From an optimization exercise on the open Yosys and OpenROAD flow, aimed at small area, a short achievable clock period and few clock cycles per item; shortcuts taken in it are not production practice.
At most, simulation tests tie the RTL to the original design; equivalence was not proved.
Only the layout flow was run in runs 4 to 7; the RTL was not checked for function there.
Power figures rest on the tool's default switching activity, not on a simulated workload.

[config.mk]
export PLATFORM = sky130hd
export DESIGN_NAME = stripe_median
export DESIGN_NICKNAME = stripe_median
export VERILOG_FILES = /design/flow/design.v
export SDC_FILE = /design/flow/constraint.sdc
export NUM_CORES = 4
export LEC_CHECK = 0
export CAP_MARGIN = 20
export CORE_MARGIN = 2
export CORE_UTILIZATION = 40
export SLEW_MARGIN = 20
[run.sh]
#!/bin/bash
# synth_recipe.tcl (not shown) runs the flow's synth.tcl, then flattens the netlist and writes it again
# the make line also repeats each setting of config.mk as NAME=value (left out here)
make -C /OpenROAD-flow-scripts/flow DESIGN_CONFIG=/design/flow/config.mk WORK_HOME=/design/flow/orfs CLKGATE_MAP_FILE= SYNTH_SCRIPT=/design/flow/synth_recipe.tcl finish
[design.v]
module stripe_median (
    input  wire        clk,
    input  wire        rst,         
    input  wire        in_valid,
    output wire        in_ready,
    input  wire [63:0] in_data,
    input  wire        in_last,     
    input  wire [1:0]  in_wsel,     
    output wire        out_valid,
    input  wire        out_ready,
    output wire [63:0] out_data,
    output wire        out_last
);
    reg [63:0] s0, s1, s2, s3, s4, s5, s6;    
    reg        v0;             
    reg [3:1]  val;            
    reg [5:0]  fst;            
    reg [3:0]  lst;            
    reg [1:0]  h0, h1, h2, h3;   
    reg [48:0] g;              
    reg        row_start;      
    reg [1:0]  cur_h;
    reg        in_ready_r;
    reg        ov, sv;
    reg [63:0] od, sd;
    reg        ol, sl;
    assign in_ready  = in_ready_r;
    assign out_valid = ov;
    assign out_data  = od;
    assign out_last  = ol;
    wire accept = in_valid && in_ready_r;
    wire room  = !sv;
    wire e1 = val[1] && lst[1];
    wire e2 = val[2] && lst[2];
    wire e3 = val[3] && lst[3];
    wire full  = v0 && room;
    wire flush = !v0 && room && (e1 || e2 || e3);
    wire j1 = e1;
    wire j2 = !e1 && e2;
    wire [6:0] en;
    assign en[0] = 1'b0;
    assign en[1] = full;
    assign en[2] = full || (flush && j1);
    assign en[3] = full || (flush && (j1 || j2));
    assign en[4] = full || flush;
    assign en[5] = full || flush;
    assign en[6] = full || flush;
    wire adv  = full || flush;
    wire push = adv && val[3];
    wire [48:0] gt;
    genvar ga, gb;
    generate
        for (ga = 0; ga < 7; ga = ga + 1) begin : gta
            for (gb = 0; gb < 7; gb = gb + 1) begin : gtb
                if (ga == 0 && gb > 0) begin : c
                    wire [63:0] sb = (gb == 1) ? s1 : (gb == 2) ? s2 : (gb == 3) ? s3 :
                                     (gb == 4) ? s4 : (gb == 5) ? s5 : s6;
                    assign gt[gb] = s0 > sb;
                end else if (ga > 0 && gb > ga) begin : r
                    assign gt[7 * ga + gb] = g[7 * ga + gb];
                end else begin : z
                    assign gt[7 * ga + gb] = 1'b0;
                end
            end
        end
    endgenerate
    wire [1:0] h = h3;
    wire left  = (fst[3] && h >= 2'd1) || (fst[4] && h >= 2'd2) || (fst[5] && h == 2'd3);
    wire right = (lst[3] && h >= 2'd1) || (lst[2] && h >= 2'd2) || (lst[1] && h == 2'd3);
    wire pass  = (h == 2'd0) || left || right;
    wire [6:0] act = {h == 2'd3, h >= 2'd2, h >= 2'd1, 1'b1, h >= 2'd1, h >= 2'd2, h == 2'd3};
    reg [6:0]  sel;
    reg [2:0]  rank;
    reg [63:0] y;
    integer k, m;
    always @(*) begin
        for (k = 0; k < 7; k = k + 1) begin
            rank = 3'd0;
            for (m = 0; m < 7; m = m + 1) begin
                if (m < k)
                    rank = rank + {2'd0, act[m] & ~gt[7 * m + k]};
                else if (m > k)
                    rank = rank + {2'd0, act[m] &  gt[7 * k + m]};
            end
            if (k == 3)
                sel[k] = pass || (rank == {1'b0, h});
            else
                sel[k] = !pass && act[k] && (rank == {1'b0, h});
        end
        y = (s0 & {64{sel[0]}}) | (s1 & {64{sel[1]}}) | (s2 & {64{sel[2]}}) |
            (s3 & {64{sel[3]}}) | (s4 & {64{sel[4]}}) | (s5 & {64{sel[5]}}) |
            (s6 & {64{sel[6]}});
    end
    integer a, b, sa, sb;
    always @(posedge clk) begin
        if (in_ready_r) begin
            s0     <= in_data;
            fst[0] <= row_start;
            lst[0] <= in_last;
            h0     <= row_start ? in_wsel : cur_h;
        end
        if (en[1]) begin s1 <= s0; fst[1] <= fst[0]; lst[1] <= lst[0]; h1 <= h0; end
        if (en[2]) begin s2 <= s1; fst[2] <= fst[1]; lst[2] <= lst[1]; h2 <= h1; end
        if (en[3]) begin s3 <= s2; fst[3] <= fst[2]; lst[3] <= lst[2]; h3 <= h2; end
        if (en[4]) begin s4 <= s3; fst[4] <= fst[3]; end
        if (en[5]) begin s5 <= s4; fst[5] <= fst[4]; end
        if (en[6]) begin s6 <= s5; end
        for (a = 1; a < 7; a = a + 1) begin
            for (b = a + 1; b < 7; b = b + 1) begin
                sb = b - 1;
                if (en[b] && en[a])
                    g[7 * a + b] <= gt[7 * (a - 1) + sb];
                else if (en[b] && a < sb)
                    g[7 * a + b] <= gt[7 * a + sb];
            end
        end
        if (!ov || out_ready) begin
            if (sv) begin
                od <= sd;
                ol <= sl;
            end else begin
                od <= y;
                ol <= lst[3];
            end
        end
        if (push && ov && (sv || !out_ready)) begin
            sd <= y;
            sl <= lst[3];
        end
        if (rst) begin
            v0         <= 1'b0;
            val        <= 3'd0;
            row_start  <= 1'b1;
            cur_h      <= 2'd0;
            in_ready_r <= 1'b1;
            ov         <= 1'b0;
            sv         <= 1'b0;
        end else begin
            if (in_ready_r)
                v0 <= in_valid;
            if (accept) begin
                row_start <= in_last;
                if (row_start)
                    cur_h <= in_wsel;
            end
            if (full) begin
                val[1] <= 1'b1;
                val[2] <= val[1];
                val[3] <= val[2];
            end else if (flush) begin
                if (j1) begin
                    val[1] <= 1'b0; val[2] <= val[1]; val[3] <= val[2];
                end else if (j2) begin
                    val[2] <= 1'b0; val[3] <= val[2];
                end else begin
                    val[3] <= 1'b0;
                end
            end
            if (ov && out_ready) begin
                if (sv) sv <= push;
                else    ov <= push;
            end else if (push) begin
                if (ov) sv <= 1'b1;
                else    ov <= 1'b1;
            end
            in_ready_r <= !((in_ready_r ? in_valid : v0) &&
                            ((ov && !out_ready) ? (sv || push) : (sv && push)));
        end
    end
endmodule
[constraint.sdc]
create_clock -name core_clock -period 26.0 [get_ports {clk}]
set_input_delay 5.2000 -clock core_clock [delete_from_list [all_inputs] [get_ports {clk}]]
set_output_delay 5.2000 -clock core_clock [all_outputs]
set_load 0.01 [all_outputs]
==> results.txt, run 1 <==
dpl ws=17.97 ns; ys flop type=edfxtp_1; initial DRC count=2,055; area leader, netlist=edfxtp_1; r2r endpoint=od[31]$_DFFE_PP_; Remaining DRCs=0; final hold vios=0; CTS tree=yes; Net Switching=0.000667 W; Final Setup Violations=0; port buffer count=137; Comb power frac=12.9%; placed insts=3,724; share of cells above drive strength 1=7.84%; CP Max Fanout=36; initial antenna violation count=2; GR Overflow Total=0; Die ar.=83,500 um2; syn nets=3,040; FF+latch area=18,600 um2; TritonCTS Buffers=73; #FFs+latches synth=621; post-detail-place hpwl=62,200 um; Avg Inst Size Synth=12.7 um2; Post-synth EDFFs=611; area of placed instances=35,200 um2; Skew-Pair Late Insertion Delay=0.62 ns; 1st-pass router iterations=9; # resized after CTS=0; asr flop ratio synth=0%; Setup crit start=s0[57]$_DFFE_PP_; Crit Path Class=flip-flop to flip-flop; leakage=15.3 nW; max cap viols=0; Die Height=289 um; Cell Area, Synth=32,500 um2; Fmax=0.135 GHz; CP max stage delay=1.03 ns; Synth Warn #=1; switching share of power=25.7%; Pint=0.00193 W; Detailed Route WL=91,800 um; I/O pin cnt=138; P&R area growth vs syn=15.8%; reg2reg start=s0[57]$_DFFE_PP_; Slew @ Worst Pin=1.17 ns; sequential area share after synthesis=57.1%; nets@finish=3,224; Cell Rows=104; fill cell count=7,215; Worst EP arrival=7.79 ns; min cycle time layout=7.43 ns; vias in the first global route=22,700; worst-case clock buffer depth=3; TNS Setup=0 ns; Post-CTS Hold Buffers=0; Final Skew=0.0264 ns; GR Util All Layers=22.0%; Crit. End Element=flip-flop; Clock Tree Root=clkbuf_16; post-synthesis cell type count=61; n_diodes=0; maximum VDD drop=0.0363 mV; Reg2Reg Depth=20; Synth Instances=2,557; worst hold path type=flip-flop to flip-flop; worst path required time=26.36 ns; Non-Filler Instances=3,853; Starting Density=40.4%; Clk pwr share=39.2%; R2R Setup Slk=18.57 ns; CTS sink cnt=621; Vias=22,000; Finished Cell Area=37,600 um2; crit-path leading delay family=simple AND/OR/NAND/NOR gates; post-synth top area share=56.5%; gp weighted congestion=0.864; Slew Limit Headroom=20.6%; final setup margin=18.57 ns; Hold Path Stages=0; Top cell by count, worst path=fa_1; Power Density=69.2 nW/um2; largest net degree at the start of global routing=79; Max Slew Vio Count=0; worst path cell trace=ha_1 > nand4_1 > nor4bb_1 > nand4_1 > a31oi_1 > a311oi_1 > a21oi_1 > nand2b_1 > fa_1 > inv_1 > fa_1 > ha_1 > inv_1 > fa_1 > xor2_1 > a31o_2 > buf_4 > a222oi_1 > nand3_1 > mux2_2; core area=80,400 um2; via/cell ratio=5.72; first-pass GRT wire length=138,000 um; Post-CTS Setup Bufs=0; Synth area leaders=edfxtp_1, ha_1, inv_1; Flop pwr share=47.9%; H-Tree Level Count=3; CP max stage cell=nor4bb_1; Wirelength per Cell=23.8 um; Worst Min Path Start=h1[1]$_DFFE_PP_; Crit path buffers/inverters=3; RSZ-0062 raised after global routing=false; Clock transition at path regs=0.06 ns; final period utilization=28.6%; status=timing/DRC/antenna clean; area of the multi-input gates=12,100 um2; Routed Antenna Nets=0; WHS Endpoint=h2[1]$_DFFE_PN_; crit start category=flip-flop; Chip Width=289 um
[sequential cells by signal (all words and copies together), names as in the netlist, 3 cells and up]
signal and cells:
sd 64, s3 64, s2 64, s6 64, lst 4, val 3, s1 64, g 15
fst 6, od 64, s4 64, s5 64, s0 64
[cell type report]
cell class | instances | area share (%)
timing repair buffer | 168 | 4.45
inverter | 421 | 4.20
clock inverter | 34 | 0.958
tap | 1060 | 3.53
clock buffer | 93 | 5.23
multi-input combinational | 1456 | 32.3
sequential | 621 | 49.3
[power groups by stage]
stage	Combinational (W)	Sequential [W]	Clock, W
after floorplan	0.000200	0.00126	0
after detailed placement	0.000334	0.00127	0
after global routing	0.000377	0.00125	0.00107
after CTS	0.000337	0.00125	0.00104
after global placement	0.000324	0.00126	0
final	0.000336	0.00125	0.00102
[placed cells by master (no fill, tap or decap), types with 9 or more instances in the layout]
| cell type | netlist | layout |
|---|---|---|
| a211oi_1 | 16 | 16 |
| a21o_1 | 27 | 26 |
| a21oi_1 | 166 | 165 |
| a221oi_1 | 13 | 13 |
| a222oi_1 | 64 | 64 |
| a22oi_1 | 131 | 131 |
| buf_4 | 1 | 26 |
| clkbuf_1 | 47 | 17 |
| clkbuf_16 | 0 | 76 |
| clkdlybuf4s50_1 | 0 | 137 |
| clkinv_1 | 0 | 11 |
| clkinv_2 | 0 | 9 |
| edfxtp_1 | 611 | 611 |
| fa_1 | 21 | 21 |
| ha_1 | 391 | 391 |
| inv_1 | 421 | 421 |
| mux2_2 | 70 | 70 |
| nand2_1 | 102 | 101 |
| nand3_1 | 109 | 109 |
| nand4_1 | 82 | 82 |
| nor2_1 | 51 | 47 |
| nor2b_1 | 14 | 13 |
| nor3_1 | 20 | 19 |
| nor4_1 | 17 | 17 |
| o211ai_1 | 13 | 13 |
| o21ai_0 | 55 | 55 |
[Yosys cell counts, types with 47 or more instances]
cell type  count
nand2_1      102
mux2_2        70
ha_1         391
o21ai_0       55
a22oi_1      131
a222oi_1      64
inv_1        421
clkbuf_1      47
edfxtp_1     611
nor2_1        51
nand4_1       82
a21oi_1      166
nand3_1      109
[logic make-up after synthesis]
group           after synthesis  share of synthesized area (%)
flops                       621                           57.1
compound gates              521                           11.0
buf+inv                     480                           5.71
simple gates                445                           7.12
fa+ha+maj                   412                           16.4
mux                          70                           2.43
xor+xnor                      8                          0.216
[how the worst max path moves through the flow]
stage | endpoint | slack (ns) | cells after the start
after CTS | od[35]$_DFFE_PP_ | 18.58 | 20
after floorplan | sd[0]$_DFFE_PP_ | 17.42 | 3
after global routing | od[35]$_DFFE_PP_ | 18.28 | 20
final | od[31]$_DFFE_PP_ | 18.57 | 20
after global placement | sd[40]$_DFFE_PP_ | 18.00 | 5
after detailed placement | sd[45]$_DFFE_PP_ | 17.97 | 5
[metal layers]
| layer | wire length (um) | vias to the layer above | global-route usage, % |
|---|---|---|---|
| met1 | 38600 | 10900 | 29.5 |
| met3 | 7310 | 154 | 4.19 |
| li1 | - | 10100 | - |
| met4 | 2880 | 2 | 7.96 |
| met5 | 12 | - | 0 |
| met2 | 43000 | 863 | 35.6 |
[metrics by stage]
step	utilization, %	hold WS [ns]	total power (W)
2_1_floorplan	-	0.400	0.00146
3_3_place_gp	43.8	0.404	0.00159
3_5_place_dp	43.8	0.408	0.00160
4_1_cts	46.7	0.416	0.00262
5_1_grt	46.8	0.432	0.00271
6_report	46.8	0.415	0.00260
[worst reg2reg max path: cells and delay by family, from the launching register on]
family,cells,cell delay [ns]
buffers and inverters,3,0.64
AOI/OAI and AO/OA,5,1.70
and+or+nand+nor,5,1.96
xor gates and xnor gates,1,0.16
DFF,1,0.55
muxes,1,0.32
adders and majority gates,5,1.84
Testbench counts, summed over its fixed seeds: cycles 15,666, items 15,636.
==> inputs of run 2 (changes only) <==
--- a/design.v
+++ b/design.v
@@ -55,7 +55,7 @@
                 if (ga == 0 && gb > 0) begin : c
                     wire [63:0] sb = (gb == 1) ? s1 : (gb == 2) ? s2 : (gb == 3) ? s3 :
                                      (gb == 4) ? s4 : (gb == 5) ? s5 : s6;
-                    assign gt[gb] = s0 > sb;
+                    sm_gt64 u (.a(s0), .b(sb), .gt(gt[gb]));
                 end else if (ga > 0 && gb > ga) begin : r
                     assign gt[7 * ga + gb] = g[7 * ga + gb];
                 end else begin : z
@@ -69,29 +69,33 @@
     wire right = (lst[3] && h >= 2'd1) || (lst[2] && h >= 2'd2) || (lst[1] && h == 2'd3);
     wire pass  = (h == 2'd0) || left || right;
     wire [6:0] act = {h == 2'd3, h >= 2'd2, h >= 2'd1, 1'b1, h >= 2'd1, h >= 2'd2, h == 2'd3};
-    reg [6:0]  sel;
-    reg [2:0]  rank;
-    reg [63:0] y;
-    integer k, m;
-    always @(*) begin
-        for (k = 0; k < 7; k = k + 1) begin
-            rank = 3'd0;
-            for (m = 0; m < 7; m = m + 1) begin
-                if (m < k)
-                    rank = rank + {2'd0, act[m] & ~gt[7 * m + k]};
-                else if (m > k)
-                    rank = rank + {2'd0, act[m] &  gt[7 * k + m]};
+    wire [6:0] sel;
+    genvar gk, gm;
+    generate
+        for (gk = 0; gk < 7; gk = gk + 1) begin : rk
+            wire [6:0] bef;
+            for (gm = 0; gm < 7; gm = gm + 1) begin : bm
+                if (gm < gk)      assign bef[gm] = act[gm] & ~gt[7 * gm + gk];
+                else if (gm > gk) assign bef[gm] = act[gm] &  gt[7 * gk + gm];
+                else              assign bef[gm] = 1'b0;
             end
-            if (k == 3)
-                sel[k] = pass || (rank == {1'b0, h});
-            else
-                sel[k] = !pass && act[k] && (rank == {1'b0, h});
+            wire [5:0] others;
+            if (gk == 0)      assign others = bef[6:1];
+            else if (gk == 6) assign others = bef[5:0];
+            else              assign others = {bef[6:gk + 1], bef[gk - 1:0]};
+            wire [6:0] cnt [0:6];
+            assign cnt[0] = 7'd1;
+            for (gm = 0; gm < 6; gm = gm + 1) begin : cs
+                assign cnt[gm + 1] = others[gm] ? {cnt[gm][5:0], 1'b0} : cnt[gm];
+            end
+            if (gk == 3) assign sel[gk] = pass || cnt[6][h];
+            else         assign sel[gk] = !pass && act[gk] && cnt[6][h];
         end
-        y = (s0 & {64{sel[0]}}) | (s1 & {64{sel[1]}}) | (s2 & {64{sel[2]}}) |
-            (s3 & {64{sel[3]}}) | (s4 & {64{sel[4]}}) | (s5 & {64{sel[5]}}) |
-            (s6 & {64{sel[6]}});
-    end
-    integer a, b, sa, sb;
+    endgenerate
+    wire [63:0] y = (s0 & {64{sel[0]}}) | (s1 & {64{sel[1]}}) | (s2 & {64{sel[2]}}) |
+                    (s3 & {64{sel[3]}}) | (s4 & {64{sel[4]}}) | (s5 & {64{sel[5]}}) |
+                    (s6 & {64{sel[6]}});
+    integer k, a, b, sb;
     always @(posedge clk) begin
         if (in_ready_r) begin
             s0     <= in_data;
@@ -123,7 +127,7 @@
                 ol <= lst[3];
             end
         end
-        if (push && ov && (sv || !out_ready)) begin
+        if (!sv) begin
             sd <= y;
             sl <= lst[3];
         end
@@ -168,3 +172,17 @@
         end
     end
 endmodule
+module sm_gt64 (input wire [63:0] a, input wire [63:0] b, output wire gt);
+    genvar i;
+    generate
+        for (i = 0; i < 64; i = i + 1) begin : l
+            wire c;
+            if (i == 0) begin : f
+                assign c = a[0] & ~b[0];
+            end else begin : n
+                assign c = (a[i] & ~b[i]) | ((a[i] | ~b[i]) & l[i - 1].c);
+            end
+        end
+    endgenerate
+    assign gt = l[63].c;
+endmodule
==> results.txt, run 2 <==
status=timing/DRC/antenna clean; Worst EP arrival=8.67 ns (+0.88 ns); leakage=11.8 nW (-23%); post-synth top area share=54.3% (-2.2 points); Worst Min Path Start=fst[1]$_DFFE_PP_; worst hold path type=flip-flop to flip-flop; Crit. End Element=flip-flop; n_diodes=0 (unchanged); Top cell by count, worst path=maj3_1; Die Height=279 um (-3.6%); Crit path buffers/inverters=3 (unchanged); port buffer count=137 (unchanged); TritonCTS Buffers=70 (-4.1%); I/O pin cnt=138 (unchanged); Vias=22,800 (+3.6%); Chip Width=279 um (-3.6%); Final Setup Violations=0 (unchanged); placed insts=3,483 (-6.5%); CTS sink cnt=621 (unchanged); Synth area leaders=edfxtp_1, dfxtp_1, a221o_1; GR Util All Layers=24.3% (+2.3 points); simple-gate share of the synthesized area=12.0% (+4.9 points); worst-case clock buffer depth=3 (unchanged); Wirelength per Cell=26.6 um (+12%); RSZ-0062 raised after global routing=false; post-detail-place hpwl=61,900 um (-0.47%); Slew Limit Headroom=21.6% (+1.0 points); Synth Warn #=1 (unchanged); TNS Setup=0 ns (unchanged); Die ar.=77,600 um2 (-7.0%); Crit Path Class=flip-flop to flip-flop; worst path required time=26.42 ns (+0.06 ns); GR Overflow Total=0 (unchanged); Post-CTS Hold Buffers=0 (unchanged); Post-synth EDFFs=546 (-11%); compound-cell area share of the yosys netlist=20.2% (+9.1 points); Starting Density=40.5% (+0.085 points); reg2reg start=s0[17]$_DFFE_PP_; area leader, netlist=edfxtp_1; most frequent cell after synthesis=edfxtp_1; #FFs+latches synth=621 (unchanged); largest net degree at the start of global routing=138 (+75%); post-synthesis cell type count=89 (+46%); Post-CTS Setup Bufs=0 (unchanged); crit-path leading delay family=compound AO/OA/AOI/OAI gates; Detailed Route WL=96,000 um (+4.6%); dpl ws=17.85 ns (-0.124 ns); Clock transition at path regs=0.06 ns (about the same); CTS tree=yes; nets@finish=2,671 (-17%); vias in the first global route=23,100 (+1.7%); initial antenna violation count=1 (-1); most frequent cells in the layout=edfxtp_1, nor2b_1, nand2_1, nor2_1, a221o_1; Synth Instances=2,458 (-3.9%); final setup margin=17.74 ns (-0.826 ns); CP Max Fanout=42 (+17%); Power Density=74.5 nW/um2 (+7.7%); via/cell ratio=6.31 (+10%); Avg Inst Size Synth=12.3 um2 (-3.3%); Clock Tree Root=clkbuf_16; worst hold slack=0.413 ns (-0.00264 ns); initial DRC count=2,635 (+28%); CP max stage cell=buf_4; leading cell types by count after synthesis=edfxtp_1, nor2b_1, nand2_1; first-pass GRT wire length=145,000 um (+5.1%); max cap viols=0 (unchanged); multiplexer share of the synthesized area=0.601% (-1.8 points); post-layout util=46.9% (+0.15 points); crit start category=flip-flop; CP max stage delay=0.66 ns (-0.37 ns); Routed Antenna Nets=0 (unchanged); syn nets=2,543 (-16%); Fmax=0.121 GHz (-10%); most common cell after layout, fill and taps aside=edfxtp_1; maximum VDD drop=0.0409 mV (+13%); min cycle time layout=8.26 ns (+0.826 ns); final period utilization=31.8% (+3.2 points); asr flop ratio synth=0% (unchanged); Cell Rows=100 (-3.8%); ys flop type=edfxtp_1; Skew-Pair Late Insertion Delay=0.61 ns (about the same); final hold vios=0 (unchanged); P&R area growth vs syn=15.9%; core area=74,600 um2 (-7.3%); # resized after CTS=0 (unchanged); share of cells above drive strength 1=9.87% (+2.0 points); 1st-pass router iterations=7 (-2); Cell Area, Synth=30,200 um2 (-7.1%); H-Tree Level Count=3 (unchanged); Setup crit start=s0[17]$_DFFE_PP_; Remaining DRCs=0 (unchanged); Adder-Cell Fraction of Synth Area=4.34% (-12 points); Slew @ Worst Pin=1.18 ns (+0.000610 ns); Final Skew=0.0228 ns (-0.00363 ns); largest family of logic cells by synthesized area=compound AO/OA/AOI/OAI gates; post-synthesis xor/xnor area fraction=0.232% (+0.016 points); Non-Filler Instances=3,613 (-6.2%); sequential area share after synthesis=59.3% (+2.2 points); gp weighted congestion=0.888 (+2.7%); Max Slew Vio Count=0 (unchanged)
-- run 2: cell types whose count changed after synthesis, sizes merged, moves of 100 or more --
| cell | change |
|---|---|
| inv | -302 |
| ha | -377 |
| a22oi | -104 |
| maj3 | +112 |
| nor2b | +149 |
| a221o | +137 |
| nor2 | +100 |
-- run 2: metal layers --
metal / global-route usage, % / routed length (um) / part of all wire, %
met5: 0 / 0 / 0
met3: 3.45 / 7510 / 7.8
met2: 38.4 / 44400 / 46
met4: 9.25 / 3190 / 3.3
met1: 33.9 / 40900 / 43
-- run 2: worst paths after layout --
check,end,slack (ns),cells after the start
setup / recovery,od[57]$_DFFE_PP_,17.74,27
hold / removal,fst[2]$_DFFE_PN_,0.41,0
setup reg to reg,od[57]$_DFFE_PP_,17.74,27
hold reg to reg,fst[2]$_DFFE_PN_,0.41,0
-- run 2: worst reg2reg max path, cell delays in order, from the launching register on --
cell and delay, ns:
edfxtp_1 0.49, clkinv_1 0.31, a221o_1 0.48, a2111oi_0 0.58, nand2_1 0.19, a31oi_1 0.45, o221a_2 0.40, a2111oi_0 0.08
o21ai_0 0.23, o2111ai_1 0.19, o2111ai_1 0.19, o211ai_1 0.13, and2_1 0.20, maj3_1 0.37, maj3_1 0.36, maj3_1 0.42
nor2b_1 0.16, ha_1 0.33, nor2b_1 0.18, a21oi_1 0.07, o221ai_1 0.20, a21oi_1 0.10, a311oi_4 0.29, buf_4 0.38
buf_4 0.68, a221o_1 0.31, a221oi_1 0.07, o22ai_2 0.23
-- run 2: area by class of cell --
cell class | count | area (um2)
multi-input cells | 1589 | 11400
inverters | 143 | 538
clock buffers | 104 | 2110
well taps | 969 | 1210
flip-flops and latches | 621 | 17900
repair buffers | 161 | 1560
fillers | 6647 | 39600
clock inverters | 26 | 304
-- run 2: power by group --
group,switching [W],internal [W]
clock network,0.000414,0.000623
registers,0.0000729,0.00118
logic,0.000192,0.000130
-- run 2: stage by stage --
stage | cell area [um2] | power, W
after floorplan | 30200 | 0.00146
after global routing | 35000 | 0.00269
after detailed placement | 32600 | 0.00159
after global placement | 32600 | 0.00158
final | 35000 | 0.00261
after CTS | 35000 | 0.00262
-- run 2: cell families (layout without fill, tap and decap cells) --
family | Yosys count | after routing
AOI/OAI and AO/OA | 732 | 732
xor gates and xnor gates | 8 | 8
adders and majority gates | 126 | 126
buffers and inverters | 248 | 434
DFF | 621 | 621
muxes | 16 | 16
and+or+nand+nor | 707 | 707
Testbench counts of run 2, summed over its fixed seeds: cycles 15,666, items 15,636.
==> inputs of run 3 (changes only) <==
==> flow/run.sh (new file) <==
#!/bin/bash
# Standard ORFS layout, with plain buffers (buf_2) on the ports instead of the
# delay-cell buffers buffer_ports picks by default. Each tool's log stays under
# orfs/logs; make's own output goes to flow_make.log here.
set -euo pipefail
bash standard.sh "BUFFER_PORTS_ARGS=-buffer_cell sky130_fd_sc_hd__buf_2" finish > flow_make.log 2>&1
==> standard.sh (new file) <==
#!/bin/bash
# synth_recipe.tcl (not shown) runs the flow's synth.tcl, then flattens the netlist and writes it again
# the make line also repeats each setting of config.mk as NAME=value (left out here)
make -C /OpenROAD-flow-scripts/flow DESIGN_CONFIG=/design/flow/config.mk WORK_HOME=/design/flow/orfs CLKGATE_MAP_FILE= SYNTH_SCRIPT=/design/flow/synth_recipe.tcl "${@:-finish}"
--- a/config.mk
+++ b/config.mk
@@ -8,4 +8,5 @@
 export CAP_MARGIN = 20
 export CORE_MARGIN = 2
 export CORE_UTILIZATION = 40
+export CTS_BUF_LIST = sky130_fd_sc_hd__clkbuf_8
 export SLEW_MARGIN = 20
removed: run.sh
==> results.txt, run 3 <==
status=timing/DRC/antenna clean; Remaining DRCs=0 (unchanged); worst hold path type=flip-flop to flip-flop; WHS Endpoint=fst[3]$_DFFE_PN_; Post-CTS Setup Bufs=0 (unchanged); Synth area leaders=edfxtp_1, dfxtp_1, a221o_1; Post-synth EDFFs=546 (unchanged); P&R area growth vs syn=13.0%; Crit. End Element=flip-flop; # resized after CTS=0 (unchanged); Chip Width=279 um (unchanged); CP Max Fanout=35 (-17%); largest net degree at the start of global routing=73 (-47%); crit-path leading delay family=compound AO/OA/AOI/OAI gates; CP max stage cell=a2111oi_0; area of placed instances=31,900 um2 (-2.2%); Avg Inst Size Synth=12.3 um2 (unchanged); switching share of power=27.9% (+1.9 points); min cycle time layout=8.44 ns (+0.188 ns); Detailed Route WL=96,400 um (+0.39%); via/cell ratio=6.26 (-0.90%); Cell Area, Synth=30,200 um2 (unchanged); Top cell by count, worst path=maj3_1; GR Util All Layers=24.4% (+0.088 points); Setup crit start=s0[17]$_DFFE_PP_; Reg2Reg Depth=27 (unchanged); Slew @ Worst Pin=1.13 ns (-0.0478 ns); post-synth top area share=54.3% (unchanged); post-synthesis cell type count=89 (unchanged); share of cells above drive strength 1=16.2% (+6.3 points); Wirelength per Cell=26.1 um (-1.7%); Net Switching=0.000690 W (+1.7%); GR Overflow Total=0 (unchanged); max cap viols=0 (unchanged); area leader, netlist=edfxtp_1; Hold Path Stages=0 (unchanged); final period utilization=32.5% (+0.72 points); port buffer count=137 (unchanged); Slew Limit Headroom=24.8% (+3.2 points); Clock transition at path regs=0.06 ns (about the same); Finished Cell Area=34,100 um2 (-2.6%); most frequent cells in the layout=edfxtp_1, nor2b_1, nand2_1, nor2_1, inv_1; initial DRC count=2,423 (-8.0%); gp weighted congestion=0.878 (-1.1%); fill cell count=6,841 (+2.9%); Max Slew Vio Count=0 (unchanged); Vias=23,100 (+1.2%); leakage=11.9 nW (+0.95%); reg2reg start=s0[17]$_DFFE_PP_; crit start category=flip-flop; Power Density=72.5 nW/um2 (-2.7%); Total Power=0.00247 W (-5.2%); Pint=0.00178 W (-7.7%); #FFs+latches synth=621 (unchanged); worst path required time=26.41 ns (about the same); 1st-pass router iterations=6 (-1); Synth Warn #=1 (unchanged); most common cell after layout, fill and taps aside=edfxtp_1; Crit path buffers/inverters=3 (unchanged); sequential area share after synthesis=59.3% (unchanged); Worst EP arrival=8.85 ns (+0.18 ns); RSZ-0062 raised after global routing=false; ys flop type=edfxtp_1; Cell Rows=100 (unchanged); TNS Setup=0 ns (unchanged); Final Setup Violations=0 (unchanged); post-detail-place hpwl=62,100 um (+0.23%); Fmax=0.118 GHz (-2.2%); Clock Tree Root=clkbuf_8; CTS sink cnt=621 (unchanged); Post-CTS Hold Buffers=0 (unchanged); CTS tree=yes; Comb power frac=12.3% (about the same); Skew-Pair Late Insertion Delay=0.72 ns (+0.11 ns); final hold vios=0 (unchanged); Final Skew=0.0415 ns (+0.0187 ns); Worst Min Path Start=fst[2]$_DFFE_PN_; leading cell types by count after synthesis=edfxtp_1, nor2b_1, nand2_1; Flop pwr share=50.6% (+2.7 points); worst-case clock buffer depth=3 (unchanged); Die Height=279 um (unchanged); nets@finish=2,709 (+1.4%); H-Tree Level Count=3 (unchanged); Routed Antenna Nets=0 (unchanged); most frequent cell after synthesis=edfxtp_1; initial antenna violation count=4 (+3); Starting Density=40.5% (unchanged); R2R Setup Slk=17.56 ns (-0.19 ns); asr flop ratio synth=0% (unchanged); Synth Instances=2,458 (unchanged); CP max stage delay=0.54 ns (-0.12 ns); Clk pwr share=37.2% (-2.6 points); TritonCTS Buffers=109 (+56%); first-pass GRT wire length=145,000 um (-0.21%); I/O pin cnt=138 (unchanged); Crit Path Class=flip-flop to flip-flop; Die ar.=77,600 um2 (unchanged); maximum VDD drop=0.0429 mV (+5.0%); core area=74,600 um2 (unchanged); syn nets=2,543 (unchanged); vias in the first global route=22,900 (-0.66%); r2r endpoint=od[61]$_DFFE_PP_
run 3: cell counts after synthesis:
Identical to the previous run, type by type.
run 3: worst max-delay path by stage:
stage	end	slack, ns	cells after the start
finish	od[61]$_DFFE_PP_	17.56	27
global route	od[61]$_DFFE_PP_	17.22	27
CTS	od[61]$_DFFE_PP_	17.59	27
detailed placement	od[61]$_DFFE_PP_	17.63	27
global placement	od[61]$_DFFE_PP_	17.84	27
floorplan	in_ready	18.91	0
run 3: per-stage QoR:
stage | cells | util, % | hold slack (ns) | setup WS [ns]
after detailed placement | 3482 | 42.7 | 0.406 | 17.63
after floorplan | 2458 | - | 0.400 | 18.91
after global placement | 3482 | 42.7 | 0.412 | 17.84
after CTS | 3688 | 45.7 | 0.415 | 17.59
after global routing | 3689 | 45.7 | 0.416 | 17.22
final | 3690 | 45.7 | 0.411 | 17.56
run 3: layer usage:
metal  GRT usage [%]  up-vias  routed length [um]
li1                -    10100                   -
met4            8.70        0                3060
met1            33.6    11600               40900
met5               0        -                   0
met2            38.5     1214               44400
met3            4.47      200                8040
run 3: kinds of logic after synthesis:
family                     synth area share [%]
AOI/OAI and AO/OA                          20.2
xor gates and xnor gates                  0.232
adders and majority gates                  4.34
buffers and inverters                      3.33
DFF                                        59.3
muxes                                     0.601
and+or+nand+nor                            12.0
run 3: final cells by class:
type | instances | area [um2] | share of cell area [%]
antenna | 2 | 5.00 | 0.0147
clock buffer | 126 | 1730 | 5.09
clock inverter | 80 | 474 | 1.39
inverter | 143 | 538 | 1.58
multi-input combinational | 1589 | 11400 | 33.3
sequential | 621 | 17900 | 52.5
tap | 969 | 1210 | 3.56
timing repair buffer | 160 | 858 | 2.52
run 3: power groups by stage:
stage          Sequential (W)  Combinational, W  Clock (W)
2_1_floorplan         0.00125          0.000209          0
3_3_place_gp          0.00127          0.000294          0
3_5_place_dp          0.00127          0.000300          0
4_1_cts               0.00125          0.000302   0.000935
5_1_grt               0.00126          0.000325   0.000977
6_report              0.00125          0.000303   0.000919
==> inputs of run 4 (changes only) <==
--- a/design.v
+++ b/design.v
@@ -28,7 +28,8 @@
     assign out_valid = ov;
     assign out_data  = od;
     assign out_last  = ol;
-    wire accept = in_valid && in_ready_r;
+    wire free0  = !(v0 && sv);
+    wire accept = in_valid && free0;
     wire room  = !sv;
     wire e1 = val[1] && lst[1];
     wire e2 = val[2] && lst[2];
@@ -92,12 +93,14 @@
             else         assign sel[gk] = !pass && act[gk] && cnt[6][h];
         end
     endgenerate
-    wire [63:0] y = (s0 & {64{sel[0]}}) | (s1 & {64{sel[1]}}) | (s2 & {64{sel[2]}}) |
-                    (s3 & {64{sel[3]}}) | (s4 & {64{sel[4]}}) | (s5 & {64{sel[5]}}) |
-                    (s6 & {64{sel[6]}});
+    wire [6:0]  ss = sel & {7{~sv}};
+    wire [63:0] y  = (s0 & {64{ss[0]}}) | (s1 & {64{ss[1]}}) | (s2 & {64{ss[2]}}) |
+                     (s3 & {64{ss[3]}}) | (s4 & {64{ss[4]}}) | (s5 & {64{ss[5]}}) |
+                     (s6 & {64{ss[6]}}) | (sd & {64{sv}});
+    wire        yl = sv ? sl : lst[3];
     integer k, a, b, sb;
     always @(posedge clk) begin
-        if (in_ready_r) begin
+        if (free0) begin
             s0     <= in_data;
             fst[0] <= row_start;
             lst[0] <= in_last;
@@ -119,17 +122,12 @@
             end
         end
         if (!ov || out_ready) begin
-            if (sv) begin
-                od <= sd;
-                ol <= sl;
-            end else begin
-                od <= y;
-                ol <= lst[3];
-            end
+            od <= y;
+            ol <= yl;
         end
         if (!sv) begin
             sd <= y;
-            sl <= lst[3];
+            sl <= yl;
         end
         if (rst) begin
             v0         <= 1'b0;
@@ -140,7 +138,7 @@
             ov         <= 1'b0;
             sv         <= 1'b0;
         end else begin
-            if (in_ready_r)
+            if (free0)
                 v0 <= in_valid;
             if (accept) begin
                 row_start <= in_last;
@@ -167,22 +165,30 @@
                 if (ov) sv <= 1'b1;
                 else    ov <= 1'b1;
             end
-            in_ready_r <= !((in_ready_r ? in_valid : v0) &&
+            in_ready_r <= !((free0 ? in_valid : v0) &&
                             ((ov && !out_ready) ? (sv || push) : (sv && push)));
         end
     end
 endmodule
 module sm_gt64 (input wire [63:0] a, input wire [63:0] b, output wire gt);
-    genvar i;
+    wire [63:0] g = a & ~b;
+    wire [63:0] p = a | ~b;
+    genvar i, j;
     generate
-        for (i = 0; i < 64; i = i + 1) begin : l
-            wire c;
+        for (i = 0; i < 16; i = i + 1) begin : k
+            wire [4:0] c;
+            assign c[0] = 1'b0;
+            for (j = 0; j < 4; j = j + 1) begin : t
+                assign c[j + 1] = g[4 * i + j] | (p[4 * i + j] & c[j]);
+            end
+            wire pp = &p[4 * i + 3:4 * i];
+            wire cc;
             if (i == 0) begin : f
-                assign c = a[0] & ~b[0];
+                assign cc = c[4];
             end else begin : n
-                assign c = (a[i] & ~b[i]) | ((a[i] | ~b[i]) & l[i - 1].c);
+                assign cc = c[4] | (pp & k[i - 1].cc);
             end
         end
     endgenerate
-    assign gt = l[63].c;
+    assign gt = k[15].cc;
 endmodule
==> flow/run.sh (replaced) <==
#!/bin/bash
# Standard ORFS layout (the standard.sh, standard synthesis), with two
# changes to how the layout is made:
#  * plain buffers (buf_2) on the ports instead of the delay cells that
#    buffer_ports picks by default;
#  * repair_timing (after CTS and after global routing) aims for a setup
#    slack margin, so that it sizes and buffers the paths instead of leaving
#    them as synthesis made them. The SDC and clock period are unchanged.
# Each tool's log stays under orfs/logs; make's own output goes to
# flow_make.log here.
set -euo pipefail
bash standard.sh "BUFFER_PORTS_ARGS=-buffer_cell sky130_fd_sc_hd__buf_2" \
    "SETUP_SLACK_MARGIN=19.5" finish > flow_make.log 2>&1
==> results.txt, run 4 <==
first-pass GRT wire length=162,000 um (+12%); final setup margin=19.38 ns (+1.83 ns); leading cell types by count after synthesis=edfxtp_1, nand2_1, maj3_1; leakage=12.4 nW (+3.6%); switching share of power=30.2% (+2.3 points); Die ar.=81,200 um2 (+4.5%); worst path cell trace=buf_2; RSZ-0062 raised after global routing=true; Comb power frac=14.2% (+1.9 points); Slew Limit Headroom=16.7% (-8.2 points); vias in the first global route=24,800 (+8.2%); CP max stage cell=edfxtp_1; asr flop ratio synth=0% (unchanged); Power Density=70.2 nW/um2 (-3.2%); Net Switching=0.000756 W (+9.5%); syn nets=2,588 (+1.8%); CTS tree=yes; max cap viols=0 (unchanged); 1st-pass router iterations=8 (+2); R2R Setup Slk=19.72 ns (+2.16 ns); Flop pwr share=51.3% (+0.7 points); worst path required time=20.80 ns (-5.61 ns); via/cell ratio=6.48 (+3.5%); Clock transition at path regs=0.07 ns (about the same); status=timing/DRC/antenna clean; Vias=24,600 (+6.7%); Routed Antenna Nets=0 (unchanged); core area=78,600 um2 (+5.4%); reg2reg start=s0[5]$_DFFE_PN_; CP max stage delay=0.50 ns (-0.04 ns); Starting Density=40.1% (-0.31 points); Post-synth EDFFs=611 (+12%); Detailed Route WL=109,000 um (+13%); crit-path leading delay family=flip-flops; largest net degree at the start of global routing=75 (+2.7%); share of cells above drive strength 1=16.6% (+0.42 points); gp weighted congestion=0.915 (+4.1%); most frequent cells in the layout=edfxtp_1, nand2_1, maj3_1, inv_1, buf_2; Cell Rows=103 (+3.0%); Fmax=0.151 GHz (+28%); Avg Inst Size Synth=12.6 um2 (+2.7%); P&R area growth vs syn=12.9% (about the same); crit start category=flip-flop; #FFs+latches synth=621 (unchanged); port buffer count=137 (unchanged); Crit Path Class=flip-flop to output pin; Wirelength per Cell=28.8 um (+10%); sequential area share after synthesis=58.8% (-0.55 points); worst hold path type=flip-flop to flip-flop; final period utilization=25.4% (-7.0 points); Reg2Reg Depth=21 (-22%); Pint=0.00175 W (-1.9%); initial antenna violation count=4 (unchanged); Skew-Pair Late Insertion Delay=0.74 ns (+0.02 ns); TritonCTS Buffers=109 (unchanged); CP Max Fanout=1 (-97%); CTS sink cnt=621 (unchanged); Synth Instances=2,503 (+1.8%); maximum VDD drop=0.0332 mV (-23%); GR Util All Layers=26.4% (+2.0 points); post-layout util=45.3% (-0.36 points); most common cell after layout, fill and taps aside=edfxtp_1; H-Tree Level Count=3 (unchanged); post-synth top area share=58.1% (+3.8 points); r2r endpoint=sd[27]$_DFFE_PN_; Crit. End Element=output pin; Synth area leaders=edfxtp_1, maj3_1, a221o_1; most frequent cell after synthesis=edfxtp_1; post-detail-place hpwl=67,300 um (+8.5%); nets@finish=2,744 (+1.3%); Final Skew=0.0294 ns (-0.0121 ns); post-synthesis cell type count=95 (+6.7%); I/O pin cnt=138 (unchanged); Setup crit end=out_data[26]; area leader, netlist=edfxtp_1; initial DRC count=3,078 (+27%); Crit path buffers/inverters=1 (-2); ys flop type=edfxtp_1; GR Overflow Total=0 (unchanged); Clk pwr share=34.5% (-2.7 points); Chip Width=285 um (+2.2%); Max Slew Vio Count=0 (unchanged); Final Setup Violations=0 (unchanged); Total Power=0.00250 W (+1.3%); Synth Warn #=1 (unchanged); final hold vios=0 (unchanged); Clock Tree Root=clkbuf_8; Worst path depth=1 (-96%); Worst EP arrival=1.42 ns (-7.43 ns); worst hold slack=0.417 ns (+0.00593 ns); Slew @ Worst Pin=1.25 ns (+0.122 ns); Remaining DRCs=0 (unchanged); min cycle time layout=6.62 ns (-1.83 ns); worst-case clock buffer depth=3 (unchanged); Cell Area, Synth=31,600 um2 (+4.6%); TNS Setup=0 ns (unchanged); Setup crit start=od[26]$_DFFE_PP_; Die Height=285 um (+2.2%); dpl ws=19.10 ns (+1.48 ns)
-- run 4: cell count changes after synthesis, moves of 60 or more --
cell and delta:
edfxtp_1 +65, maj3_1 +87, nor2b_1 -80, dfxtp_1 -65, a22o_1 +65, nor2_1 -97, o22ai_2 -60
-- run 4: repair_timing --
action                                  4_1_cts  5_1_grt
endpoints found under the setup margin      179      172
buffers inserted                              0       11
resized for setup                            18       28
pin swaps                                     0        1
hold buffers                                  0        0
-- run 4: worst min-delay path by stage --
stage                     slack, ns        startpoint  depth (start not counted)               end
after global routing           0.43   h2[0]$_DFFE_PN_                          0   h3[0]$_DFFE_PN_
final                          0.42   h2[0]$_DFFE_PN_                          0   h3[0]$_DFFE_PN_
after CTS                      0.42   h2[0]$_DFFE_PN_                          0   h3[0]$_DFFE_PN_
after detailed placement       0.41   h2[0]$_DFFE_PN_                          0   h3[0]$_DFFE_PN_
after global placement         0.41   h2[1]$_DFFE_PN_                          0   h3[1]$_DFFE_PN_
after floorplan                0.40  fst[0]$_DFFE_PN_                          0  fst[1]$_DFFE_PP_
-- run 4: area by class of cell --
cell class	instances	area [um2]
Fill cell	7303	43000
Timing Repair Buffer	178	1100
Tap cell	1050	1310
Inverter	130	503
Multi-Input combinational cell	1619	12100
Clock buffer	116	1600
Antenna cell	1	2.50
Clock inverter	88	433
Sequential cell	621	18600
-- run 4: cells by family (layout without fill, tap and decap cells) --
| group | after synthesis | count (layout) | synth area share [%] |
|---|---|---|---|
| xor gates and xnor gates | 6 | 6 | 0.166 |
| DFF | 621 | 621 | 58.8 |
| adders and majority gates | 214 | 214 | 6.95 |
| and+or+nand+nor | 619 | 619 | 10.2 |
| muxes | 10 | 10 | 0.337 |
| buffers and inverters | 263 | 512 | 3.47 |
| AOI/OAI and AO/OA | 770 | 770 | 20.1 |
| other | 0 | 1 | 0 |
-- run 4: worst register-to-register path: cells and delay by family (launching register included) --
family | cells | cell delay [ns]
fa+ha+maj | 3 | 1.00
simple gates | 2 | 0.29
compound gates | 14 | 3.68
buf+inv | 2 | 0.52
flops | 1 | 0.49
-- run 4: power by group through the flow --
stage               logic (W)  clock network [W]  registers (W)
floorplan            0.000216                  0        0.00127
global placement     0.000331                  0        0.00130
detailed placement   0.000338                  0        0.00130
CTS                  0.000341           0.000879        0.00128
global route         0.000372           0.000921        0.00129
finish               0.000355           0.000864        0.00128
-- run 4: routing by layer --
layer	vias up	part of all wire [%]	routed length (um)	track usage, %
met5	-	0.027	29	0
met1	12300	40	43600	34.9
li1	10400	-	-	-
met2	1592	46	50300	41.5
met4	4	4.2	4560	11.8
met3	334	10	10900	5.90
-- run 4: stage by stage --
step | cells | instance area, um2
after detailed placement | 3586 | 33300
final | 3803 | 35600
after global routing | 3803 | 35600
after global placement | 3585 | 33300
after CTS | 3790 | 35400
after floorplan | 2503 | 31600
==> inputs of run 5 (changes only) <==
--- a/config.mk
+++ b/config.mk
@@ -10,3 +10,5 @@
 export CORE_UTILIZATION = 40
 export CTS_BUF_LIST = sky130_fd_sc_hd__clkbuf_8
 export SLEW_MARGIN = 20
+export SYNTH_HIERARCHICAL = 1
+export SYNTH_MINIMUM_KEEP_SIZE = 0
==> results.txt, run 5 <==
status=timing/DRC/antenna clean; Total Power=0.00247 W (-1.5%); Finished Cell Area=35,800 um2 (+0.46%); fill cell count=7,173 (-1.8%); core area=77,600 um2 (-1.3%); Cell Rows=102 (-0.97%); R2R Setup Slk=19.77 ns (+0.05 ns); initial antenna violation count=3 (-1); Hold Path Stages=0 (unchanged); r2r endpoint=sd[17]$_DFFE_PN_; reg2reg start=s0[38]$_DFFE_PN_; GR Util All Layers=23.2% (-3.2 points); post-synth top area share=58.4% (+0.23 points); Cell Area, Synth=31,400 um2 (-0.39%); Clock Tree Root=clkbuf_8; sequential area share after synthesis=59.0% (+0.23 points); Non-Filler Instances=3,918 (+3.0%); Worst Min Path Start=h1[0]$_DFFE_PP_; nets@finish=2,872 (+4.7%); Power Density=68.9 nW/um2 (-1.9%); share of cells above drive strength 1=15.2% (-1.4 points); post-detail-place hpwl=60,500 um (-10%); maximum VDD drop=0.0467 mV (+41%); Final Setup Violations=0 (unchanged); via/cell ratio=5.83 (-10%); CP max stage delay=0.49 ns (about the same); vias in the first global route=22,800 (-8.2%); gp weighted congestion=0.907 (-0.85%); Fmax=0.151 GHz (+0.20%); Post-synth EDFFs=611 (unchanged); Skew-Pair Late Insertion Delay=0.74 ns (about the same); crit-path leading delay family=flip-flops; Die Height=284 um (-0.19%); Worst EP arrival=1.40 ns (-0.02 ns); worst path required time=20.80 ns (about the same); Routed Antenna Nets=0 (unchanged); Synth Warn #=7 (+6); RSZ-0062 raised after global routing=true; Starting Density=40.5% (+0.37 points); ys flop type=edfxtp_1; Max Slew Vio Count=0 (unchanged); #FFs+latches synth=621 (unchanged); CP Max Fanout=1 (unchanged); Synth area leaders=edfxtp_1, maj3_1, nand2b_1; I/O pin cnt=138 (unchanged); Vias=22,800 (-7.3%); Final Skew=0.0571 ns (+0.0277 ns); CTS tree=yes; FF+latch area=18,600 um2 (unchanged); H-Tree Level Count=3 (unchanged); asr flop ratio synth=0% (unchanged); Detailed Route WL=95,500 um (-13%); Slew @ Worst Pin=1.21 ns (-0.0371 ns); worst-case clock buffer depth=3 (unchanged); largest net degree at the start of global routing=181 (+140%); Crit path buffers/inverters=1 (unchanged); Chip Width=284 um (-0.19%); CTS sink cnt=621 (unchanged); initial DRC count=2,072 (-33%); TNS Setup=0 ns (unchanged); max cap viols=0 (unchanged); most frequent cells in the layout=edfxtp_1, inv_1, nand2b_1, nor2b_1, maj3_1; crit start category=flip-flop; GR Overflow Total=0 (unchanged); Synth Instances=2,573 (+2.8%); area of the multi-input gates=11,500 um2 (-5.6%); Crit Path Class=flip-flop to output pin; Clock transition at path regs=0.06 ns (about the same); most common cell after layout, fill and taps aside=edfxtp_1; Remaining DRCs=0 (unchanged); Avg Inst Size Synth=12.2 um2 (-3.1%); syn nets=2,658 (+2.7%); 1st-pass router iterations=7 (-1); Die ar.=80,900 um2 (-0.39%); placed insts=3,691 (+2.9%); Reg2Reg Depth=20 (-4.8%); area of placed instances=33,300 um2 (about the same); final setup margin=19.40 ns (+0.0131 ns); worst path cell trace=buf_2; area leader, netlist=edfxtp_1; Post-CTS Hold Buffers=0 (unchanged); Crit. End Element=output pin; min cycle time layout=6.60 ns (-0.0131 ns); WHS Endpoint=h2[0]$_DFFE_PN_; CP max stage cell=edfxtp_1; worst hold path type=flip-flop to flip-flop; final period utilization=25.4% (-0.050 points); TritonCTS Buffers=109 (unchanged); most frequent cell after synthesis=edfxtp_1; post-synthesis cell type count=84 (-12%); Wirelength per Cell=24.4 um (-15%); leakage=13.3 nW (+8.0%); first-pass GRT wire length=143,000 um (-12%); leading cell types by count after synthesis=edfxtp_1, inv_1, nand2b_1; port buffer count=137 (unchanged); final hold vios=0 (unchanged); P&R area growth vs syn=13.9%; dpl ws=19.07 ns (-0.0288 ns); Slew Limit Headroom=18.5% (+1.8 points)
==> run 5: cell types whose count changed after synthesis, sizes merged, moves of 39 or more <==
cell,change
nor2b,+88
inv,+194
nand2,-151
nand3,+76
a221o,-114
a22oi,+81
clkbuf,-48
nand2b,+56
o211ai,-40
o311ai,-58
a21oi,-39
nor3,-67
==> run 5: logic make-up after synthesis <==
logic type / after synthesis / synth area share [%]
adders and majority gates: 176 / 5.79
DFF: 621 / 59.0
AOI/OAI and AO/OA: 696 / 16.9
xor gates and xnor gates: 9 / 0.251
buffers and inverters: 405 / 5.09
muxes: 23 / 0.780
and+or+nand+nor: 643 / 12.2
==> run 5: layout make-up <==
class	instances	area share, %
antenna	4	0.0280
clock buffer	113	4.34
clock inverter	85	1.69
inverter	325	3.41
multi-input combinational	1548	32.0
sequential	621	51.8
tap	1040	3.63
timing repair buffer	182	3.07
==> run 5: power breakdown <==
group	switching, W	total, W	internal, W	leakage, nW
combinational	0.000166	0.000276	0.000110	6.02
sequential	0.0000790	0.00127	0.00119	6.10
clock	0.000425	0.000917	0.000492	1.22
total	0.000670	0.00247	0.00180	13.3
==> run 5: Yosys stat by module (local to each module, per instance) <==
module,cells inside,flip-flops and latches
stripe_median,1349,621
sm_gt64,204,0
==> run 5: per-stage QoR <==
step | util (%) | hold WS (ns)
floorplan | - | 0.400
global placement | 42.9 | 0.405
detailed placement | 42.9 | 0.406
CTS | 45.8 | 0.417
global route | 46.1 | 0.429
finish | 46.2 | 0.417
==> run 5: worst max path at each step <==
stage	start	end	slack (ns)	depth (start not counted)
after floorplan	out_ready	sv$_SDFFE_PP0P_	19.52	3
after global placement	out_ready	od[54]$_DFFE_PP_	19.06	4
after detailed placement	out_ready	od[54]$_DFFE_PP_	19.07	4
after CTS	od[16]$_DFFE_PP_	out_data[16]	19.34	1
after global routing	od[60]$_DFFE_PP_	out_data[60]	19.35	1
final	od[60]$_DFFE_PP_	out_data[60]	19.40	1
==> run 5: what timing repair did <==
item / CTS / global route
endpoints found under the hold margin: 0 / 0
buffers inserted: 2 / 21
gates cloned: 1 / 0
pin swaps: 2 / 0
endpoints found under the setup margin: 52 / 170
gates resized for setup: 6 / 17
==> run 5: per-layer routing <==
| layer | global-route usage, % | vias to the layer above | part of all wire (%) |
|---|---|---|---|
| met1 | 31.7 | 11400 | 43 |
| met2 | 37.4 | 942 | 47 |
| met4 | 7.53 | 0 | 3.1 |
| met5 | 0 | - | 0 |
| met3 | 4.01 | 184 | 7.0 |
| li1 | - | 10300 | - |
==> inputs of run 6 (changes only) <==
==> flow/run.sh (replaced) <==
#!/bin/bash
# Standard ORFS layout (the standard.sh, standard synthesis), with these
# changes to how the layout is made:
#  * plain buffers (buf_2) on the ports instead of the delay cells that
#    buffer_ports picks by default;
#  * repair_timing (after CTS and after global routing) aims for a setup
#    slack margin, so that it sizes and buffers the paths instead of leaving
#    them as synthesis made them. The SDC and clock period are unchanged;
#  * clock tree: clkbuf_16 buffers with larger sink clusters and no dummy
#    loads (fewer, smaller clock cells).
# Each tool's log stays under orfs/logs; make's own output goes to
# flow_make.log here.
set -euo pipefail
bash standard.sh "BUFFER_PORTS_ARGS=-buffer_cell sky130_fd_sc_hd__buf_2" \
    "SETUP_SLACK_MARGIN=19.5" \
    "CTS_ARGS=-sink_clustering_enable -repair_clock_nets -dont_use_dummy_load -sink_clustering_size 24 -sink_clustering_max_diameter 100 -buf_list sky130_fd_sc_hd__clkbuf_16" \
    finish > flow_make.log 2>&1
--- a/config.mk
+++ b/config.mk
@@ -8,7 +8,4 @@
 export CAP_MARGIN = 20
 export CORE_MARGIN = 2
 export CORE_UTILIZATION = 40
-export CTS_BUF_LIST = sky130_fd_sc_hd__clkbuf_8
 export SLEW_MARGIN = 20
-export SYNTH_HIERARCHICAL = 1
-export SYNTH_MINIMUM_KEEP_SIZE = 0
==> results.txt, run 6 <==
status=timing/DRC/antenna clean; crit-path leading delay family=flip-flops; R2R Setup Slk=19.74 ns (-0.03 ns); first-pass GRT wire length=159,000 um (+11%); Power Density=63.0 nW/um2 (-8.5%); worst path cell trace=buf_2; gp weighted congestion=0.915 (+0.86%); final setup margin=19.43 ns (+0.0341 ns); Pint=0.00152 W (-15%); worst-case clock buffer depth=3 (unchanged); share of cells above drive strength 1=13.4% (-1.8 points); syn nets=2,588 (-2.6%); Clk pwr share=24.5% (-13 points); core area=78,600 um2 (+1.3%); Die Height=285 um (+0.20%); asr flop ratio synth=0% (unchanged); Skew-Pair Late Insertion Delay=0.66 ns (-0.08 ns); Worst path depth=1 (unchanged); placed insts=3,586 (-2.8%); min cycle time layout=6.57 ns (-0.0341 ns); Cell Rows=103 (+0.98%); Total Power=0.00217 W (-12%); Comb power frac=16.3% (+5.1 points); GR Util All Layers=25.7% (+2.5 points); r2r endpoint=od[3]$_DFFE_PP_; final period utilization=25.3% (-0.13 points); post-detail-place hpwl=67,300 um (+11%); worst path required time=20.80 ns (about the same); TritonCTS Buffers=31 (-72%); H-Tree Level Count=1 (-2); sequential area share after synthesis=58.8% (-0.23 points); most common cell after layout, fill and taps aside=edfxtp_1; via/cell ratio=6.64 (+14%); Cell Area, Synth=31,600 um2 (+0.39%); RSZ-0062 raised after global routing=true; Synth Warn #=1 (-6); Synth area leaders=edfxtp_1, maj3_1, a221o_1; reg2reg start=s0[5]$_DFFE_PN_; Die ar.=81,200 um2 (+0.39%); leakage=11.6 nW (-13%); Synth Instances=2,503 (-2.7%); fill cell count=7,322 (+2.1%); worst hold path type=flip-flop to flip-flop; Worst EP arrival=1.37 ns (-0.03 ns); Max Slew Vio Count=0 (unchanged); CP max stage cell=edfxtp_1; Flop pwr share=59.2% (+7.6 points); P&R area growth vs syn=8.86%; GR Overflow Total=0 (unchanged); max cap viols=0 (unchanged); maximum VDD drop=0.0693 mV (+48%); initial DRC count=2,995 (+45%); CP max stage delay=0.52 ns (+0.03 ns); area leader, netlist=edfxtp_1; CP Max Fanout=1 (unchanged); Final Setup Violations=0 (unchanged); Crit. End Element=output pin; largest net degree at the start of global routing=75 (-59%); ys flop type=edfxtp_1; vias in the first global route=23,900 (+5.1%); Final Skew=0.0647 ns (+0.00754 ns); CTS sink cnt=621 (unchanged); Fmax=0.152 GHz (+0.52%); Remaining DRCs=0 (unchanged); post-synthesis cell type count=95 (+13%); leading cell types by count after synthesis=edfxtp_1, nand2_1, maj3_1; most frequent cells in the layout=edfxtp_1, nand2_1, maj3_1, buf_2, nand2b_1; port buffer count=137 (unchanged); I/O pin cnt=138 (unchanged); Clock Tree Root=clkbuf_16; Starting Density=40.1% (-0.37 points); Crit path buffers/inverters=1 (unchanged); Slew @ Worst Pin=1.26 ns (+0.0487 ns); Clock transition at path regs=0.10 ns (+0.04 ns); #FFs+latches synth=621 (unchanged); 1st-pass router iterations=9 (+2); WHS Endpoint=h3[0]$_DFFE_PN_; TNS Setup=0 ns (unchanged); post-synth top area share=58.1% (-0.23 points); Wirelength per Cell=29.6 um (+22%); switching share of power=29.7% (+2.5 points); Detailed Route WL=108,000 um (+13%); most frequent cell after synthesis=edfxtp_1; crit start category=flip-flop; CTS tree=yes; dpl ws=19.10 ns (+0.0288 ns); Routed Antenna Nets=0 (unchanged); Crit Path Class=flip-flop to output pin; Avg Inst Size Synth=12.6 um2 (+3.2%); Post-synth EDFFs=611 (unchanged); nets@finish=2,667 (-7.1%); Chip Width=285 um (+0.20%); Slew Limit Headroom=15.9% (-2.6 points); Worst Min Path Start=h2[0]$_DFFE_PN_; initial antenna violation count=2 (-1); Reg2Reg Depth=22 (+10%); final hold vios=0 (unchanged); Vias=24,100 (+5.5%); Non-Filler Instances=3,631 (-7.3%); Hold Path Stages=0 (unchanged); Net Switching=0.000643 W (-4.0%); Post-CTS Hold Buffers=0 (unchanged)
[run 6: cell types whose count changed after synthesis, sizes merged, moves of 76 or more]
cell   change
a221o    +114
a22oi     -81
inv      -194
nand2    +151
nand3     -76
nor2b     -88
[run 6: area by class of cell]
cell class | instances | area, um2 | area share, %
Antenna cell | 1 | 2.50 | 0.00728
Clock buffer | 31 | 776 | 2.26
Inverter | 130 | 503 | 1.46
Multi-Input combinational cell | 1619 | 12100 | 35.3
Sequential cell | 621 | 18600 | 54.0
Tap cell | 1050 | 1310 | 3.82
Timing Repair Buffer | 179 | 1070 | 3.11
[run 6: worst max-delay path by stage]
stage	start	to
2_1_floorplan	out_ready	sv$_SDFFE_PP0P_
4_1_cts	od[26]$_DFFE_PP_	out_data[26]
3_5_place_dp	out_ready	od[20]$_DFFE_PP_
5_1_grt	od[26]$_DFFE_PP_	out_data[26]
6_report	od[35]$_DFFE_PP_	out_data[35]
3_3_place_gp	s0[35]$_DFFE_PN_	od[63]$_DFFE_PP_
[run 6: logic make-up after synthesis]
family / synth area share [%]
AND/OR/NAND/NOR: 10.2
multiplexers: 0.337
XOR/XNOR: 0.166
AO/OA/AOI/OAI: 20.1
buffers and inverters: 3.47
flip-flops: 58.8
adder cells (fa/ha/maj): 6.95
[run 6: what timing repair did]
item,4_1_cts,5_1_grt
gates resized for setup,13,28
setup buffers,0,13
pin swaps,0,1
setup endpoints to repair,141,141
[run 6: metrics by stage]
stage / hold WS, ns / util [%] / area [um2]
2_1_floorplan: 0.400 / - / 31600
3_5_place_dp: 0.408 / 42.4 / 33300
4_1_cts: 0.432 / 43.4 / 34100
5_1_grt: 0.436 / 43.7 / 34400
6_report: 0.432 / 43.7 / 34400
3_3_place_gp: 0.408 / 42.4 / 33300
[run 6: power groups by stage]
| stage | clock, W | sequential [W] | combinational [W] |
|---|---|---|---|
| 2_1_floorplan | 0 | 0.00127 | 0.000216 |
| 3_3_place_gp | 0 | 0.00130 | 0.000331 |
| 3_5_place_dp | 0 | 0.00130 | 0.000338 |
| 4_1_cts | 0.000543 | 0.00128 | 0.000340 |
| 5_1_grt | 0.000572 | 0.00129 | 0.000371 |
| 6_report | 0.000531 | 0.00128 | 0.000353 |
[run 6: per-layer routing]
layer  part of all wire [%]  wire, um  vias up  GRT usage (%)
met5                      0         0        -              0
met4                    4.1      4370        0           9.27
met3                    9.7     10500      306           4.79
met2                     46     49800     1509           41.4
met1                     40     42900    12200           34.8
li1                       -         -    10100              -
==> inputs of run 7 (changes only) <==
--- a/config.mk
+++ b/config.mk
@@ -7,5 +7,5 @@
 export LEC_CHECK = 0
 export CAP_MARGIN = 20
 export CORE_MARGIN = 2
-export CORE_UTILIZATION = 40
+export CORE_UTILIZATION = 60
 export SLEW_MARGIN = 20
==> results.txt, run 7 <==
max cap viols=0 (unchanged); TNS Setup=0 ns (unchanged); Crit Path Class=flip-flop to output pin; worst path required time=20.80 ns (about the same); gp weighted congestion=0.962 (+5.2%); #FFs+latches synth=621 (unchanged); worst-case clock buffer depth=3 (unchanged); P&R area growth vs syn=7.23%; syn nets=2,588 (unchanged); post-synthesis cell type count=95 (unchanged); RSZ-0062 raised after global routing=true; CP Max Fanout=1 (unchanged); Clock transition at path regs=0.09 ns (about the same); Crit path buffers/inverters=1 (unchanged); post-synth top area share=58.1% (unchanged); Pint=0.00151 W (-0.57%); Max Slew Vio Count=0 (unchanged); Skew-Pair Late Insertion Delay=0.65 ns (about the same); worst path cell trace=buf_2; n_diodes=0 (-1); Remaining DRCs=0 (unchanged); Die ar.=54,500 um2 (-33%); first-pass GRT wire length=149,000 um (-6.1%); vias in the first global route=23,400 (-2.3%); Slew @ Worst Pin=1.26 ns (-0.00675 ns); CTS sink cnt=621 (unchanged); Power Density=63.2 nW/um2 (+0.32%); Post-CTS Hold Buffers=0 (unchanged); area of placed instances=32,900 um2 (-1.2%); Flop pwr share=59.6% (+0.4 points); leakage=11.6 nW (about the same); CP max stage delay=0.52 ns (about the same); Fmax=0.153 GHz (+0.32%); Chip Width=233 um (-18%); Routed Antenna Nets=0 (unchanged); Finished Cell Area=33,800 um2 (-1.5%); Die Height=233 um (-18%); I/O pin cnt=138 (unchanged); post-detail-place hpwl=62,200 um (-7.6%); TritonCTS Buffers=30 (-3.2%); via/cell ratio=7.38 (+11%); ys flop type=edfxtp_1; Crit. End Element=output pin; Synth Instances=2,503 (unchanged); leading cell types by count after synthesis=edfxtp_1, nand2_1, maj3_1; Starting Density=60.4% (+20 points); Detailed Route WL=101,000 um (-5.6%); Slew Limit Headroom=15.8% (-0.040 points); share of cells above drive strength 1=13.3% (-0.17 points); most frequent cell after synthesis=edfxtp_1; Post-synth EDFFs=611 (unchanged); sequential area share after synthesis=58.8% (unchanged); Synth Warn #=1 (unchanged); GR Util All Layers=36.9% (+11 points); maximum VDD drop=0.0577 mV (-17%); CTS tree=yes; CP max stage cell=edfxtp_1; final hold vios=0 (unchanged); final period utilization=25.2% (-0.080 points); status=timing/DRC/antenna clean; GR Overflow Total=0 (unchanged); crit start category=flip-flop; Vias=24,100 (+0.14%); most common cell after layout, fill and taps aside=edfxtp_1; asr flop ratio synth=0% (unchanged); switching share of power=29.2% (-0.44 points); Avg Inst Size Synth=12.6 um2 (unchanged); area leader, netlist=edfxtp_1; Clk pwr share=24.2% (-0.3 points); most frequent cells in the layout=edfxtp_1, nand2_1, maj3_1, buf_2, nand2b_1; initial DRC count=3,392 (+13%); min cycle time layout=6.55 ns (-0.0207 ns); largest net degree at the start of global routing=70 (-6.7%); Final Setup Violations=0 (unchanged); port buffer count=137 (unchanged); Comb power frac=16.2% (about the same); Final Skew=0.0383 ns (-0.0264 ns); 1st-pass router iterations=6 (-3); H-Tree Level Count=1 (unchanged); Cell Rows=84 (-18%); Clock Tree Root=clkbuf_16; crit-path leading delay family=flip-flops; worst hold path type=flip-flop to flip-flop; Synth area leaders=edfxtp_1, maj3_1, a221o_1; core area=52,200 um2 (-34%); nets@finish=2,669 (+0.075%); Worst EP arrival=1.35 ns (-0.02 ns); Cell Area, Synth=31,600 um2 (unchanged); Wirelength per Cell=31.0 um (+4.8%); initial antenna violation count=2 (unchanged); Net Switching=0.000626 W (-2.6%)
-- run 7: cell types whose count changed in the layout (fill, tap and decap cells not counted), moves of 3 or more --
| cell | previous run | this run |
|---|---|---|
| buf_6 | 10 | 4 |
| buf_4 | 34 | 39 |
| buf_2 | 133 | 137 |
| a2111oi_2 | 5 | 2 |
-- run 7: what timing repair did --
item / 4_1_cts / 5_1_grt
setup endpoints to repair: 133 / 132
buffers inserted: 0 / 9
pin swaps: 1 / 2
resized for setup: 6 / 15
cloned: 1 / 0
-- run 7: worst register-to-register path, cell delays in order, from the launching register on --
cell,delay [ns]
edfxtp_1,0.47
inv_1,0.16
maj3_1,0.39
maj3_1,0.38
maj3_1,0.41
nand3b_1,0.19
a211oi_1,0.17
a2111o_1,0.39
a21o_1,0.19
a31oi_1,0.22
o2bb2ai_1,0.24
nand2_1,0.13
ha_1,0.24
and2_1,0.16
a21oi_1,0.12
o22ai_1,0.09
a2111oi_0,0.44
a21oi_1,0.08
a21oi_1,0.26
a311oi_4,0.09
buf_4,0.35
a221o_1,0.44
a221oi_1,0.38
o211ai_2,0.15
-- run 7: routing by layer --
layer / GRT usage (%) / routed length [um] / up-vias
met5: 0 / 13 / -
met4: 16.2 / 4930 / 2
met3: 6.37 / 11300 / 335
met2: 57.9 / 46300 / 1754
met1: 50.9 / 38900 / 11900
li1: - / - / 10200
-- run 7: area by class of cell --
class                   count  area (um2)
flip-flops and latches    621       18600
fillers                  3907       18400
multi-input cells        1620       12100
repair buffers            181        1040
well taps                 688         861
clock buffers              30         751
inverters                 130         503
-- run 7: final timing paths --
| check | from | to | slack, ns | cells after the start |
|---|---|---|---|---|
| worst min-delay path | fst[0]$_DFFE_PN_ | fst[1]$_DFFE_PP_ | 0.43 | 0 |
| worst max register to register | s0[1]$_DFFE_PN_ | od[29]$_DFFE_PP_ | 19.57 | 23 |
| worst max-delay path | od[63]$_DFFE_PP_ | out_data[63] | 19.45 | 1 |
| worst min register to register | fst[0]$_DFFE_PN_ | fst[1]$_DFFE_PP_ | 0.43 | 0 |
-- run 7: through the flow --
step	worst slack (ns)	total power [W]	hold WS (ns)	cells	utilization [%]
CTS	19.46	0.00213	0.428	3260	64.5
floorplan	19.52	0.00149	0.400	2503	-
finish	19.45	0.00214	0.427	3270	64.8
global placement	19.23	0.00162	0.402	3229	63.0
detailed placement	19.22	0.00163	0.405	3229	63.0
global route	19.45	0.00219	0.436	3270	64.8
-- run 7: kinds of logic (layout without fill, tap and decap cells) --
kind of cell             Yosys count  count (layout)  share of synthesized area, %
adder cells (fa/ha/maj)          214             214                          6.95
AND/OR/NAND/NOR                  619             619                          10.2
multiplexers                      10              10                         0.337
buffers and inverters            263             341                          3.47
XOR/XNOR                           6               6                         0.166
flip-flops                       621             621                          58.8
AO/OA/AOI/OAI                    770             771                          20.1
-- run 7: power by group through the flow --
| stage | Clock (W) | Combinational (W) | Sequential (W) |
|---|---|---|---|
| after floorplan | 0 | 0.000216 | 0.00127 |
| after global placement | 0 | 0.000327 | 0.00129 |
| after detailed placement | 0 | 0.000333 | 0.00129 |
| after CTS | 0.000519 | 0.000336 | 0.00127 |
| after global routing | 0.000545 | 0.000364 | 0.00128 |
| final | 0.000517 | 0.000347 | 0.00128 |

==> what the ideal ports hide <==
Ports are ideal in the flow. The routed layouts listed here were re-timed in OpenROAD. Step 1: set_driving_cell puts a clkbuf_16 on clk and a buf_2 on each other input, an assumption about the parent block. Step 2 times the ports against the registers' clock, not the clock port: input delays grow and output delays shrink by t, the midpoint of the rising clock arrivals with the driver on. a / b / c = ideal ports / drivers / drivers and shift; a / b = the first two.
run	shift t [ns]	setup WS [ns]	worst hold slack (ns)
run 1	0.677	18.569 / 18.569 / 18.264	0.415 / 0.415 / 0.415
run 2	0.665	17.743 / 17.743 / 17.743	0.413 / 0.413 / 0.413
run 3	0.762	17.555 / 17.555 / 17.555	0.411 / 0.411 / 0.411
run 4	0.784	19.385 / 19.324 / 19.091	0.417 / 0.417 / 0.417
run 5	0.778	19.398 / 19.335 / 19.067	0.417 / 0.417 / 0.417
run 6	0.692	19.432 / 19.367 / 19.086	0.432 / 0.432 / 0.432
run 7	0.693	19.453 / 19.390 / 19.465	0.427 / 0.427 / 0.427
After both steps every run listed still meets setup and hold. For run 6, which loses most, drivers alone change the setup slack by -0.065 ns; drivers and shift together by -0.346 ns.
